This design comes from an exercise in tuning for small area, a short achievable clock period and few clock cycles per item on the open sky130 flow, not from production work.
RTL that was checked went through simulation tests only; none was proved equivalent to the original.
No functional check of the RTL was part of run 1.
Power figures rest on the tool's default switching activity, not on a simulated workload.

===== flow/constraint.sdc =====
create_clock -name core_clock -period 20.0 [get_ports {clk}]
set_input_delay 4.0000 -clock core_clock [delete_from_list [all_inputs] [get_ports {clk}]]
set_output_delay 4.0000 -clock core_clock [all_outputs]
set_load 0.01 [all_outputs]

===== flow/run.sh =====
#!/bin/bash
# synth_recipe.tcl (not shown) runs the flow's synth.tcl, then flattens the netlist and writes it again
# the make line also repeats each setting of config.mk as NAME=value (left out here)
make -C /OpenROAD-flow-scripts/flow DESIGN_CONFIG=/design/flow/config.mk WORK_HOME=/design/flow/orfs CLKGATE_MAP_FILE= SYNTH_SCRIPT=/design/flow/synth_recipe.tcl finish

===== flow/design.v =====
module bqc_block_decoder (
    input  wire        clk,
    input  wire        rst,         
    input  wire        in_valid,
    output wire        in_ready,
    input  wire [15:0] in_data,
    output wire        out_valid,
    input  wire        out_ready,
    output wire [63:0] out_row,
    output wire        out_we,      
    output wire        out_last     
);
    localparam NU = 2;         
    localparam NP = 8 / NU;
    localparam PW = (NP > 1) ? $clog2(NP) : 1;
    reg  [15:0] slot [0:15];      
    reg         w_pay;            
    reg  [3:0]  wcnt;             
    reg  [7:0]  nc, nr;           
    reg         nb;               
    reg         n_full;           
    reg         in_rdy;
    reg  [1:0]  cm;               
    reg         cb;               
    reg         c_more;           
    reg  [2:0]  frow;             
    reg  [PW-1:0] fph;            
    reg  [7:0]  t0, t1, t2, t3;   
    reg         c_we;
    reg         a_v;
    reg  [15:0] lv;
    reg  [PW-1:0] a_ph;
    reg         a_lrow, a_lpart;
    reg  [63:0] orow;
    reg         o_v, o_we, o_last;
    wire [1:0]  nm = nc[1:0];
    wire [1:0]  fm = c_more ? cm   : nm;       
    wire [2:0]  fr = c_more ? frow : 3'd0;
    wire [PW-1:0] fp = c_more ? fph : {PW{1'b0}};
    wire        fb = c_more ? cb   : nb;
    wire        flast = (fm != 2'd3) || (fp == NP - 1);    
    wire [2:0]  pidx = (fm == 2'd3) ? fr :
                       (fm == 2'd2) ? {1'b0, fr[2:1]} : {2'b10, fb};
    wire [31:0] pdat = {slot[{pidx, 1'b1}], slot[{pidx, 1'b0}]};
    wire        hsel = (fm == 2'd3) ? fp[PW-1] : fr[0];
    wire [15:0] hdat = hsel ? pdat[31:16] : pdat[15:0];
    wire [4*NU-1:0] l4s;
    generate
        if (NU == 2) begin : g_q
            assign l4s = fp[0] ? hdat[15:8] : hdat[7:0];
        end else begin : g_h
            assign l4s = hdat;
        end
    endgenerate
    reg  [15:0] l3;
    reg  [7:0]  e;
    reg  [8:0]  e2;
    integer u;
    always @* begin
        l3 = 16'd0;
        for (u = 0; u < NU; u = u + 1) begin
            e  = l4s[4*u +: 4] * t2[3:0];
            e2 = e + e[7:4] + 1'b1;                
            l3[(16/NU)*u +: 8/NU*2] = (NU == 2) ? {e2[7:4], l4s[4*u +: 4]} : l4s[4*u +: 4];
        end
    end
    wire [15:0] l23 = (fm == 2'd3) ? l3 : hdat;
    wire [1:0]  j0 = fr[2:1];
    wire [1:0]  j1 = (fr[0] && j0 != 2'd3) ? j0 + 2'd1 : j0;
    wire [15:0] l1 = {pdat[8*j1 +: 8], pdat[8*j0 +: 8]};
    wire [15:0] lv_f = (fm == 2'd1) ? l1 : l23;
    wire [7:0]  base = {nc[7:2], 2'b10};
    wire [8:0]  r1   = nr + 1'b1;
    wire [15:0] m3x  = {r1, 6'd0} + {r1, 4'd0} + {r1, 2'd0} + r1;    
    wire [12:0] m15  = {r1, 4'd0} + r1;                             
    wire [7:0]  q1   = m3x[15:8];                   
    wire [1:0]  rm3  = nr[1:0] - q1[1:0] - {q1[0], 1'b0};    
    wire [7:0]  q2   = {q1[6:0], 1'b0} + (rm3 == 2'd2);      
    wire [4:0]  a15  = m15[12:8];                   
    wire [3:0]  b15  = nr[3:0] + a15[3:0];          
    wire [8:0]  s1   = base + q1;
    wire [8:0]  s2   = base + q2;
    wire [8:0]  s3   = base + nr;
    reg  [7:0]  t0_n, t1_n, t2_n, t3_n;
    always @* begin
        case (nm)
        2'd0: begin
            t0_n = nr; t1_n = nr; t2_n = nr; t3_n = nr;
        end
        2'd3: begin
            t0_n = nc; t1_n = {3'd0, a15}; t2_n = {4'd0, b15}; t3_n = 8'd0;
        end
        default: begin
            t0_n = base;
            t1_n = s1[8] ? 8'hFF : s1[7:0];
            t2_n = s2[8] ? 8'hFF : s2[7:0];
            t3_n = s3[8] ? 8'hFF : s3[7:0];
        end
        endcase
    end
    reg  [7:0]  g  [0:7];
    reg  [8:0]  cs [0:3];
    reg  [7:0]  hv [0:7];
    reg  [7:0]  fv [0:NU-1];
    reg  [63:0] rowv;
    integer k;
    reg  [3:0]  l4;
    reg  [9:0]  f4;
    reg  [9:0]  hs;
    always @* begin
        for (k = 0; k < 8; k = k + 1)
            case (lv[2*k +: 2])
            2'd0: g[k] = t0;
            2'd1: g[k] = t1;
            2'd2: g[k] = t2;
            default: g[k] = t3;
            endcase
        for (k = 0; k < 4; k = k + 1)
            cs[k] = g[k] + g[k+4];
        for (k = 0; k < 4; k = k + 1) begin
            hv[2*k] = cs[k][8:1];
            hs = cs[k] + cs[(k == 3) ? 3 : k + 1];
            hv[2*k+1] = hs[9:2];
        end
        for (k = 0; k < NU; k = k + 1) begin
            l4 = lv[(16/NU)*k +: 4];
            f4 = l4 * t1[4:0] + ((NU == 2) ? lv[8*k+4 +: 4] : 4'd0) + t0;
            fv[k] = f4[9:8] != 0 ? 8'hFF : f4[7:0];
        end
        for (k = 0; k < 8; k = k + 1)
            case (cm)
            2'd1:    rowv[8*k +: 8] = hv[k];
            2'd3:    rowv[8*k +: 8] = fv[k % NU];
            default: rowv[8*k +: 8] = g[k];
            endcase
    end
    wire xfer   = o_v & out_ready;
    wire a_take = a_v & (~o_v | xfer);            
    wire free   = ~a_v | a_take;
    wire move   = free & ~c_more & n_full;        
    wire fetch  = free & (c_more | (n_full & nm != 2'd3));
    wire take   = in_valid & in_rdy;
    function [3:0] wslot_f(input [1:0] m, input b, input [3:0] n);
        wslot_f = (m == 2'd1) ? {2'b10, b, n[0]} : n;
    endfunction
    function busy_f(input [3:0] s);
        busy_f = 1'b0;
        if (c_more)
            case (cm)
            2'd1: busy_f = (s[3:1] == {2'b10, cb});
            2'd2: busy_f = !s[3] && (s[2:0] >= frow);
            2'd3: busy_f = (s[3:1] >= frow);
            default: busy_f = 1'b0;
            endcase
    endfunction
    wire [3:0]  plast = (nm == 2'd1) ? 4'd1 : (nm == 2'd2) ? 4'd7 : 4'd15;
    wire [3:0]  wslot = wslot_f(nm, nb, wcnt);
    wire        busy_cur  = busy_f(wslot);
    wire        busy_nxt  = busy_f(wslot_f(nm, nb, wcnt + 4'd1));
    wire        busy_h1   = busy_f({2'b10, ~nb, 1'b0});    
    wire        busy_h0   = busy_f(4'd0);                  
    reg in_rdy_n;
    always @* begin
        if (!w_pay) begin
            if (n_full)
                in_rdy_n = move;
            else if (take)
                in_rdy_n = (in_data[1:0] == 2'd0) ? 1'b0 :
                           (in_data[1:0] == 2'd1) ? !busy_h1 : !busy_h0;
            else
                in_rdy_n = 1'b1;
        end else begin
            if (take)
                in_rdy_n = (wcnt == plast) ? 1'b0 : !busy_nxt;
            else
                in_rdy_n = !busy_cur;
        end
    end
    assign in_ready  = in_rdy;
    assign out_valid = o_v;
    assign out_row   = orow;
    assign out_we    = o_we;
    assign out_last  = o_last;
    integer i;
    always @(posedge clk) begin
        if (take && w_pay)
            for (i = 0; i < 16; i = i + 1)
                if (wslot == i) slot[i] <= in_data;
        if (take && !w_pay) begin
            nc <= in_data[7:0];
            nr <= in_data[15:8];
        end
        if (move) begin
            cm   <= nm;
            cb   <= nb;
            t0   <= t0_n;
            t1   <= t1_n;
            t2   <= t2_n;
            t3   <= t3_n;
            c_we <= !(nm == 2'd0 && nr == 8'd0);
        end
        if (move && !fetch) begin
            frow <= 3'd0;
            fph  <= {PW{1'b0}};
        end
        if (fetch) begin
            lv      <= lv_f;
            a_ph    <= fp;
            a_lrow  <= (fr == 3'd7);
            a_lpart <= flast;
            if (flast) begin
                frow <= fr + 3'd1;
                fph  <= {PW{1'b0}};
            end else begin
                frow <= fr;
                fph  <= fp + 1'b1;
            end
        end
        for (i = 0; i < NP; i = i + 1)
            if (a_take && (cm != 2'd3 || a_ph == i))
                orow[64/NP*i +: 64/NP] <= rowv[64/NP*i +: 64/NP];
        if (a_take && a_lpart) begin
            o_we   <= c_we;
            o_last <= a_lrow;
        end
        if (rst) begin
            w_pay  <= 1'b0;
            wcnt   <= 4'd0;
            n_full <= 1'b0;
            nb     <= 1'b0;
            cb     <= 1'b0;
            c_more <= 1'b0;
            a_v    <= 1'b0;
            o_v    <= 1'b0;
            in_rdy <= 1'b1;
        end else begin
            in_rdy <= in_rdy_n;
            if (take) begin
                if (!w_pay) begin
                    wcnt <= 4'd0;
                    if (in_data[1:0] == 2'd0) n_full <= 1'b1;
                    else w_pay <= 1'b1;
                    if (in_data[1:0] == 2'd1) nb <= ~nb;
                end else begin
                    wcnt <= wcnt + 4'd1;
                    if (wcnt == plast) begin
                        w_pay  <= 1'b0;
                        n_full <= 1'b1;
                    end
                end
            end
            if (move)
                n_full <= 1'b0;
            if (fetch)
                c_more <= !(fr == 3'd7 && flast);
            else if (move)
                c_more <= 1'b1;                   
            if (fetch) a_v <= 1'b1;
            else if (a_take) a_v <= 1'b0;
            if (a_take && a_lpart) o_v <= 1'b1;
            else if (xfer) o_v <= 1'b0;
        end
    end
endmodule

===== flow/config.mk =====
export PLATFORM = sky130hd
export DESIGN_NAME = bqc_block_decoder
export DESIGN_NICKNAME = bqc_block_decoder
export VERILOG_FILES = /design/flow/design.v
export SDC_FILE = /design/flow/constraint.sdc
export NUM_CORES = 4
export LEC_CHECK = 0
export CAP_MARGIN = 20
export CORE_MARGIN = 2
export CORE_UTILIZATION = 35
export SLEW_MARGIN = 20

==> notes.md, run 1 <==
synthesis-to-layout area growth 13.47%; cell type with the highest aggregate area in the netlist edfxtp_1; XOR/XNOR Fraction of Synth Area 3.343%; Setup crit end kind register; worst skew pair latency 620 ps; leading cell types in the layout, fill and taps excluded edfxtp_1 (398), ha_1 (186), nand2_1 (180); reg2reg setup slack 12140 ps; I/O Pins 88; Initial DRT Pass Iterations 6; WHS Endpoint o_last; VDD IR-drop max 0.00007497 V; nets approximately 2600; ys flop type edfxtp_1; crit start category register; largest family of logic cells by synthesized area compound AO/OA/AOI/OAI gates; vias in the first global route 19084; Yosys warnings 6; storage element area 12190 um2; Hold Fails Final Rpt 0; Worst R2R Start frow[0]; DP HPWL 56100 um; crit path kind register to register; clk slew on worst S/H paths 60 ps; CP Data Required Time 20340 ps; Inserted Diodes 0; cts hold-fix bufs 0; Tightest Hold Check Type register to register; post-route ant nets 0; clk sinks slightly above 400; pwr/cell area 100.7 nW/um2; crit path DAT 8190 ps; initial core utilization 35.25%; core area 74320 um2; top post-synthesis cells by area edfxtp_1 (46%), ha_1 (8.9%), mux4_2 (5.7%); RSZ-0062 raised after global routing false; Netlist cell types 91; Placement Cell Area between 20000 and 30000 um2; # H-tree levels 2; setup TNS 0 ps; DRC errors left 0; synthesized area between 20000 and 30000 um2; Root Buffer clkbuf_16; share of cells above drive strength 1 under 10%; status no timing/DRC/antenna violations; max_slew headroom between 20% and 30%; CP max FO 34; clock buffer count from CTS 47; number of I/O port buffers 87; Synth Area in Compound Gates 14.15%; Die ar. 77060 um2; Post-CTS Setup Repair Bufs 0; largest net degree at the start of global routing 70; Leakage Power 0.01123 uW; post-synthesis mux area share 9.078%; Post-synth ARST share 0%; Worst Tran Pin Value 1170 ps; Multi-input gate area approximately 13000 um2; first-pass GRT wire length 119400 um; FMAX approximately 130 MHz; final period utilization 39.28%; FF-to-FF path depth 25; Finished Cell Area 29730 um2; synthesized net count around 2500; fin. max-slew vios 0; Longest Clk Path Bufs 3; Final GP Congestion just under 0.9; area fraction of the dominant cell type after synthesis roughly 46%; Die X 277.6 um; Post-synth EDFFs 398; CTS resizes 0; total of max-cap violations 0; reg2reg end lv[7]; Total Routing Usage GR around a fifth; grt ovf 0; std cell rows 100; initial antenna violation count 1; Post-Synthesis Cells between 2000 and 2500; Simple-Gate Fraction of Synth Area 9.737%; Worst Clk Skew 68.17 ps; register bit total from synthesis slightly above 400; Synth Area in Adders 13.31%; number of fill cells 7102; die span in y 277.6 um; post-synthesis sequential area ratio 46.53%; via count between 15000 and 20000; final WL 79530 um; DR iter-0 viols 1915; post-DR wirelength/cell between 20 and 25 um; syn_area_per_cell 11.75 um2; DR vias/cell 5.825; most common cell after layout, fill and taps aside edfxtp_1; origin of the worst min-delay path a_lrow; WHS Path Cells 0; Tmin final 7855 ps; CTS tree built; # setup viols final 0
## through the flow
step	worst slack [ps]	hold slack, ps	util [%]	total power [uW]	std cells
after global routing	11730	411.5	40.00	3174	3311
after detailed placement	12190	433.4	37.97	2170	3228
after floorplan	13870	400.3	-	1870	2229
after CTS	12210	385.8	39.98	3001	3311
final	12140	393.9	40.00	2995	3311
after global placement	12490	407.8	37.96	2145	3228
## final cells by class
cell class / count / share of cell area [%]
multi-input cells: 1565 / 43.92
flip-flops and latches: 410 / 41.01
well taps: 969 / 4.078
repair buffers: 132 / 4.065
clock buffers: 55 / 4.057
inverters: 152 / 1.919
clock inverters: 28 / 0.9553
## worst max-delay path: stages, from the launching register on
cell and delay [ps]:
edfxtp_1 370, buf_4 320, mux2i_2 440, o211a_2 610
buf_4 540, nand2_2 440, o21ai_0 240, o22ai_1 200
mux2_2 340, mux2i_1 290, nand2_1 130, fa_1 530
inv_1 60, fa_1 490, ha_1 310, a21o_1 180
a21oi_1 220, o21bai_1 90, a21oi_1 170, xnor2_1 120
ha_1 330, o21ai_0 130, a2111oi_0 550, xor2_1 140
a22o_1 220, o21bai_1 140
## worst max path at each step
stage                  to  slack (ps)    start  cells after the start
floorplan           lv[7]       13870  frow[0]                     26
detailed placement  lv[7]       12190  frow[0]                     25
finish              lv[7]       12140  frow[0]                     25
global placement    lv[7]       12490  frow[0]                     25
CTS                 lv[7]       12210  frow[0]                     25
global route        lv[7]       11730  frow[0]                     25
## power by group
group | switching, uW | total, uW | leakage [uW] | internal [uW]
registers | 38.5 | 1030 | 0.00370 | 989
logic | 657 | 1140 | 0.00683 | 486
clock network | 361 | 825 | 0.000703 | 464
## cells by family (layout without fill, tap and decap cells)
kind of cell,Yosys count,count (layout)
buf+inv,254,367
compound gates,543,543
xor+xnor,100,100
simple gates,526,526
fa+ha+maj,244,244
flops,410,410
mux,152,152
## registers in the layout, summed over array words and instances (netlist names), 2 cells and up
name	flops
a_ph	2
nr	8
wcnt	4
nc	8
orow	64
lv	16
slot	256
cm	2
t1	8
frow	3
t0	8
t2	8
fph	2
t3	8
## Yosys cell counts (7+ instances only)
library cell	count
edfxtp_1	398
o21bai_1	21
clkbuf_1	68
and3_1	18
nand2b_1	25
dfxtp_1	12
nor3_1	19
a211oi_1	17
xnor2_1	71
nor2b_1	27
o211ai_1	14
nand2_1	180
mux2_2	14
nor2_1	104
nand3_1	56
ha_1	186
a21o_1	32
a211o_1	8
a221o_1	31
a21oi_1	142
o221ai_1	12
mux4_2	66
fa_1	58
buf_1	7
o31ai_1	7
o21ai_0	83
mux2i_1	69
a31oi_1	11
and2_1	44
a22oi_1	32
a21boi_0	12
nor4_1	8
xor2_1	29
or3_1	8
o21a_1	13
a22o_1	8
o22ai_1	26
inv_1	149
buf_2	22
## routing by layer
metal,track usage (%),vias to the layer above,share of wire (%)
li1,-,8597,-
met2,32.97,873,47
met4,6.514,0,2.7
met1,27.52,9660,43
met5,0,-,0
met3,3.529,156,7.5
==> run 2, diff against run 1 <==
--- a/flow/design.v
+++ b/flow/design.v
@@ -14,3 +14,3 @@
     localparam NP = 8 / NU;
-    localparam PW = (NP > 1) ? $clog2(NP) : 1;
+    localparam PW = 2;          
     reg  [15:0] slot [0:15];      
--- a/flow/config.mk
+++ b/flow/config.mk
@@ -7,2 +7,3 @@
 export LEC_CHECK = 0
+export ABC_CLOCK_PERIOD_IN_PS = 5000
 export CAP_MARGIN = 20
==> notes.md, run 2 <==
Post-synth ARST share 0%; Buf+Inv Stages, Crit Path 3; max reg flops 256; final WL ~80000 um; Setup crit end kind register; crit path max-delay cell type o211a_2; crit path DAT 8190 ps; area fraction of the dominant cell type after synthesis 45.61%; CTS tree built; Leakage Power 0.01123 uW; largest register by flop count slot; fin. max-slew vios 0; biggest regs slot (256), orow (64), lv (16); VDD IR-drop max around 0.000075 V; DRC errors left 0; CP max stage delay ~600 ps; synthesized net count between 2000 and 2500; clock buffer count from CTS 47; post-DR wirelength/cell 24.02 um; Post-Synthesis Cells 2229; post-synthesis sequential area ratio 46.53%; Commonest cells post-synth edfxtp_1 (398), ha_1 (186), nand2_1 (180); Clk pwr share 27.5%; most common cell after layout, fill and taps aside edfxtp_1; register bit total from synthesis 410; CP max FO 34; std cell rows 100; number of fill cells 7102; net load switching power 1057 uW; Die X 277.6 um; worst skew pair latency 620 ps; Post-synth EDFFs 398; CTS resizes 0; DP HPWL 56100 um; clk slew on worst S/H paths 60 ps; setup TNS 0 ps; cell internal pwr 1938 uW; cell type with the highest aggregate area in the netlist edfxtp_1; hold slack 393.9 ps; Root Buffer clkbuf_16; DR iter-0 viols about 1900; vias in the first global route 19084; synthesized area roughly 26000 um2; I/O Pins 88; cts hold-fix bufs 0; clk sinks approximately 400; Inserted Diodes 0; DR vias/cell a little under 6; status no timing/DRC/antenna violations; Worst Tran Pin Value 1170 ps; core area 74320 um2; Netlist cell types 91; Yosys warnings 6; FMAX 127.3 MHz; synthesis-to-layout area growth 13.47%; Seq pwr share 34.3%; max_slew headroom 22.01%; post-route ant nets 0; Tot Pwr about 3000 uW; Total Routing Usage GR 20.28%; die span in y 277.6 um; Tightest Hold Check Type register to register; Worst Clk Skew 68.17 ps; Gate power share about two fifths; crit path kind register to register; Final GP Congestion 0.8902; Initial DRT Pass Iterations 6; crit start category register; # H-tree levels 2; Longest Clk Path Bufs 3; top post-synthesis cells by area edfxtp_1 (46%), ha_1 (8.9%), mux4_2 (5.7%); cell with the most instances after synthesis edfxtp_1; pwr/cell area 100.7 nW/um2; nets approximately 2600; number of I/O port buffers 87; final period utilization 39.28%; RSZ-0062 raised after global routing false; fin util 40.00%; via count a little under 20000; Post-CTS Setup Repair Bufs 0; grt ovf 0; CP Data Required Time 20340 ps; critical path's top delay family compound AO/OA/AOI/OAI gates; syn_area_per_cell 11.75 um2; total of max-cap violations 0; first-pass GRT wire length 119400 um; leading cell types in the layout, fill and taps excluded edfxtp_1 (398), ha_1 (186), nand2_1 (180); ys flop type edfxtp_1; initial core utilization 35.25%; Hold Fails Final Rpt 0; initial antenna violation count 1; Die ar. ~77000 um2; sw frac 35.29%; largest net degree at the start of global routing 70; share of cells above drive strength 1 ~9.7%; # setup viols final 0; Tmin final 7855 ps
run 2: worst paths after layout:
check / depth (start not counted) / slack (ps) / end / start
worst max-delay path: 25 / 12140 / lv[7] / frow[0]
worst min-delay path: 0 / 390 / o_last / a_lrow
worst max register to register: 25 / 12140 / lv[7] / frow[0]
worst min register to register: 0 / 390 / o_last / a_lrow
run 2: power by group through the flow:
| stage | Clock, uW | Combinational, uW | Sequential [uW] |
|---|---|---|---|
| after floorplan | 0 | 848 | 1020 |
| after detailed placement | 0 | 1130 | 1040 |
| after global placement | 0 | 1100 | 1040 |
| after global routing | 875 | 1270 | 1030 |
| after CTS | 841 | 1130 | 1030 |
| final | 825 | 1140 | 1030 |
run 2: metal layers:
| layer | part of all wire [%] | routed length [um] | vias to the layer above | track usage [%] |
|---|---|---|---|---|
| met4 | 2.7 | 2174 | 0 | 6.514 |
| met2 | 47 | 37160 | 873 | 32.97 |
| met3 | 7.5 | 5974 | 156 | 3.529 |
| met1 | 43 | 34220 | 9660 | 27.52 |
| met5 | 0 | 0 | - | 0 |
| li1 | - | - | 8597 | - |
run 2: through the flow:
stage	cell area, um2	setup WS [ps]	instances
2_1_floorplan	26200	13870	2229
3_3_place_gp	28220	12490	3228
3_5_place_dp	28220	12190	3228
4_1_cts	29710	12210	3311
5_1_grt	29730	11730	3311
6_report	29730	12140	3311
run 2: cell families after synthesis:
logic type / count (synthesis) / share of synthesized area (%)
XOR/XNOR: 100 / 3.343
AO/OA/AOI/OAI: 543 / 14.15
buffers and inverters: 254 / 3.844
AND/OR/NAND/NOR: 526 / 9.737
flip-flops: 410 / 46.53
adder cells (fa/ha/maj): 244 / 13.31
multiplexers: 152 / 9.078
run 2: layout make-up:
class | count | area, um2 | share of cell area, %
clock buffers | 55 | 1206 | 4.057
inverters | 152 | 570.5 | 1.919
flip-flops and latches | 410 | 12190 | 41.01
multi-input cells | 1565 | 13060 | 43.92
clock inverters | 28 | 284.0 | 0.9553
repair buffers | 132 | 1209 | 4.065
well taps | 969 | 1212 | 4.078
Testbench counts of run 2, summed over its fixed seeds: cycles 25,285, records 2,400.
==> run 3, diff against run 2 <==
--- a/flow/config.mk
+++ b/flow/config.mk
@@ -7,3 +7,2 @@
 export LEC_CHECK = 0
-export ABC_CLOCK_PERIOD_IN_PS = 5000
 export CAP_MARGIN = 20
==> notes.md, run 3 <==
clk slew on worst S/H paths around 60 ps; Tightest Hold Check Type register to register; largest net degree at the start of global routing 70; post-DR wirelength/cell 24.02 um; CP Data Required Time 20340 ps; number of fill cells 7102; initial core utilization 35.25%; post-synthesis mux area share 9.078%; Post-synth EDFFs 398; worst skew pair latency around 620 ps; top post-synthesis cells by area edfxtp_1 (46%), ha_1 (8.9%), mux4_2 (5.7%); biggest regs slot (256), orow (64), lv (16); total of max-cap violations 0; Hold Fails Final Rpt 0; Yosys warnings 6; Netlist cell types 91; Setup crit end kind register; std cell rows 100; fin util 40.00%; # setup viols final 0; Die ar. 77060 um2; most common cell after layout, fill and taps aside edfxtp_1; initial antenna violation count 1; crit start category register; Initial DRT Pass Iterations 6; Post-synth ARST share 0%; cell type with the highest aggregate area in the netlist edfxtp_1; share of cells above drive strength 1 9.693%; die span in y ~280 um; largest register by flop count slot; vias in the first global route 19084; cts hold-fix bufs 0; XOR/XNOR Fraction of Synth Area around 3.3%; syn_area_per_cell approximately 12 um2; synthesized net count ~2500; fin. max-slew vios 0; CP max FO 34; grt ovf 0; area fraction of the dominant cell type after synthesis 45.61%; DP HPWL 56100 um; # H-tree levels 2; DR iter-0 viols 1915; VDD IR-drop max ~0.000075 V; CP max stage delay 610 ps; Root Buffer clkbuf_16; core area approximately 74000 um2; Inserted Diodes 0; synthesized area 26200 um2; clk sinks approximately 400; Total Routing Usage GR 20.28%; cell with the most instances after synthesis edfxtp_1; Commonest cells post-synth edfxtp_1 (398), ha_1 (186), nand2_1 (180); FMAX roughly 130 MHz; Tmin final between 7000 and 8000 ps; max_slew headroom ~22%; Worst Clk Skew 68.17 ps; status no timing/DRC/antenna violations; RSZ-0062 raised after global routing false; number of I/O port buffers 87; post-synthesis sequential area ratio 46.53%; crit path max-delay cell type o211a_2; pwr/cell area 100.7 nW/um2; leading cell types in the layout, fill and taps excluded edfxtp_1 (398), ha_1 (186), nand2_1 (180); crit path kind register to register; final WL 79530 um; synthesis-to-layout area growth 13.47%; clock buffer count from CTS 47; I/O Pins 88; Post-Synthesis Cells 2229; nets 2572; DRC errors left 0; register bit total from synthesis roughly 400; DR vias/cell between 5 and 6; first-pass GRT wire length 119400 um; setup TNS 0 ps; Synth Area in Compound Gates 14.15%; Longest Clk Path Bufs 3; Final GP Congestion 0.8902; CTS tree built; Post-CTS Setup Repair Bufs 0; Worst Tran Pin Value about 1200 ps; ys flop type edfxtp_1; crit path DAT 8190 ps; Leakage Power 0.01123 uW; CTS resizes 0; via count 19286; final period utilization 39.28%; max reg flops 256; Die X 277.6 um; post-route ant nets 0; Synth Area in Adders approximately an eighth; Simple-Gate Fraction of Synth Area roughly a tenth; largest family of logic cells by synthesized area compound AO/OA/AOI/OAI gates
[run 3: cell counts after synthesis]
No cell type changed its count.
[run 3: cells by family after synthesis]
group	count (synthesis)
compound gates	543
xor+xnor	100
fa+ha+maj	244
buf+inv	254
flops	410
mux	152
simple gates	526
[run 3: critical path, delay by kind of cell (launching register included)]
kind	cells	cell delay, ps
compound gates	11	2750
fa+ha+maj	4	1660
mux	3	1070
buf+inv	3	920
simple gates	2	570
flops	1	370
xor+xnor	2	260
[run 3: routing by layer]
metal	vias to the layer above	share of wire, %	GRT usage (%)
met4	0	2.7	6.514
met3	156	7.5	3.529
li1	8597	-	-
met5	-	0	0
met2	873	47	32.97
met1	9660	43	27.52
[run 3: report_power, final]
group / total, uW / internal [uW] / leakage [uW] / switching, uW
Clock: 825 / 464 / 0.000703 / 361
Sequential: 1030 / 989 / 0.00370 / 38.5
Combinational: 1140 / 486 / 0.00683 / 657
[run 3: worst paths after layout]
check	startpoint	endpoint	slack, ps	cells past startpoint
max	frow[0]	lv[7]	12140	25
min	a_lrow	o_last	390	0
max reg2reg	frow[0]	lv[7]	12140	25
min reg2reg	a_lrow	o_last	390	0
[run 3: area by class of cell]
cell class              instances  area, um2  share of cell area [%]
multi-input cells            1565      13060                   43.92
flip-flops and latches        410      12190                   41.01
well taps                     969       1212                   4.078
repair buffers                132       1209                   4.065
clock buffers                  55       1206                   4.057
inverters                     152      570.5                   1.919
clock inverters                28      284.0                  0.9553
[run 3: metrics by stage]
| step | cell area [um2] | power [uW] | hold WS, ps | cells | setup slack (ps) |
|---|---|---|---|---|---|
| detailed placement | 28220 | 2170 | 433.4 | 3228 | 12190 |
| global placement | 28220 | 2145 | 407.8 | 3228 | 12490 |
| finish | 29730 | 2995 | 393.9 | 3311 | 12140 |
| floorplan | 26200 | 1870 | 400.3 | 2229 | 13870 |
| global route | 29730 | 3174 | 411.5 | 3311 | 11730 |
| CTS | 29710 | 3001 | 385.8 | 3311 | 12210 |

## separate check: timing with driven ports
Ports are ideal in the flow. The routed layouts listed here were re-timed in OpenROAD.
Step 1, drivers: a clkbuf_16 drives clk and a buf_2 each remaining input, both assumed.
Step 2 times the ports against the registers' clock, not the clock port: input delays grow and output delays shrink by t, the midpoint of the rising clock arrivals with the driver on.
a / b / c = no drivers / after step 1 / after step 2; a / b = the first two.
| run | shift t [ns] | setup WS [ns] | hold WS [ns] | worst setup path at the end |
|---|---|---|---|---|
| run 1 | 0.651 | 12.145 / 12.145 / 12.145 | 0.394 / 0.394 / 0.394 | register to register |
| run 2 | 0.651 | 12.145 / 12.145 / 12.145 | 0.394 / 0.394 / 0.394 | register to register |
| run 3 | 0.651 | 12.145 / 12.145 / 12.145 | 0.394 / 0.394 / 0.394 | register to register |
After both steps setup and hold are still met in every run listed.
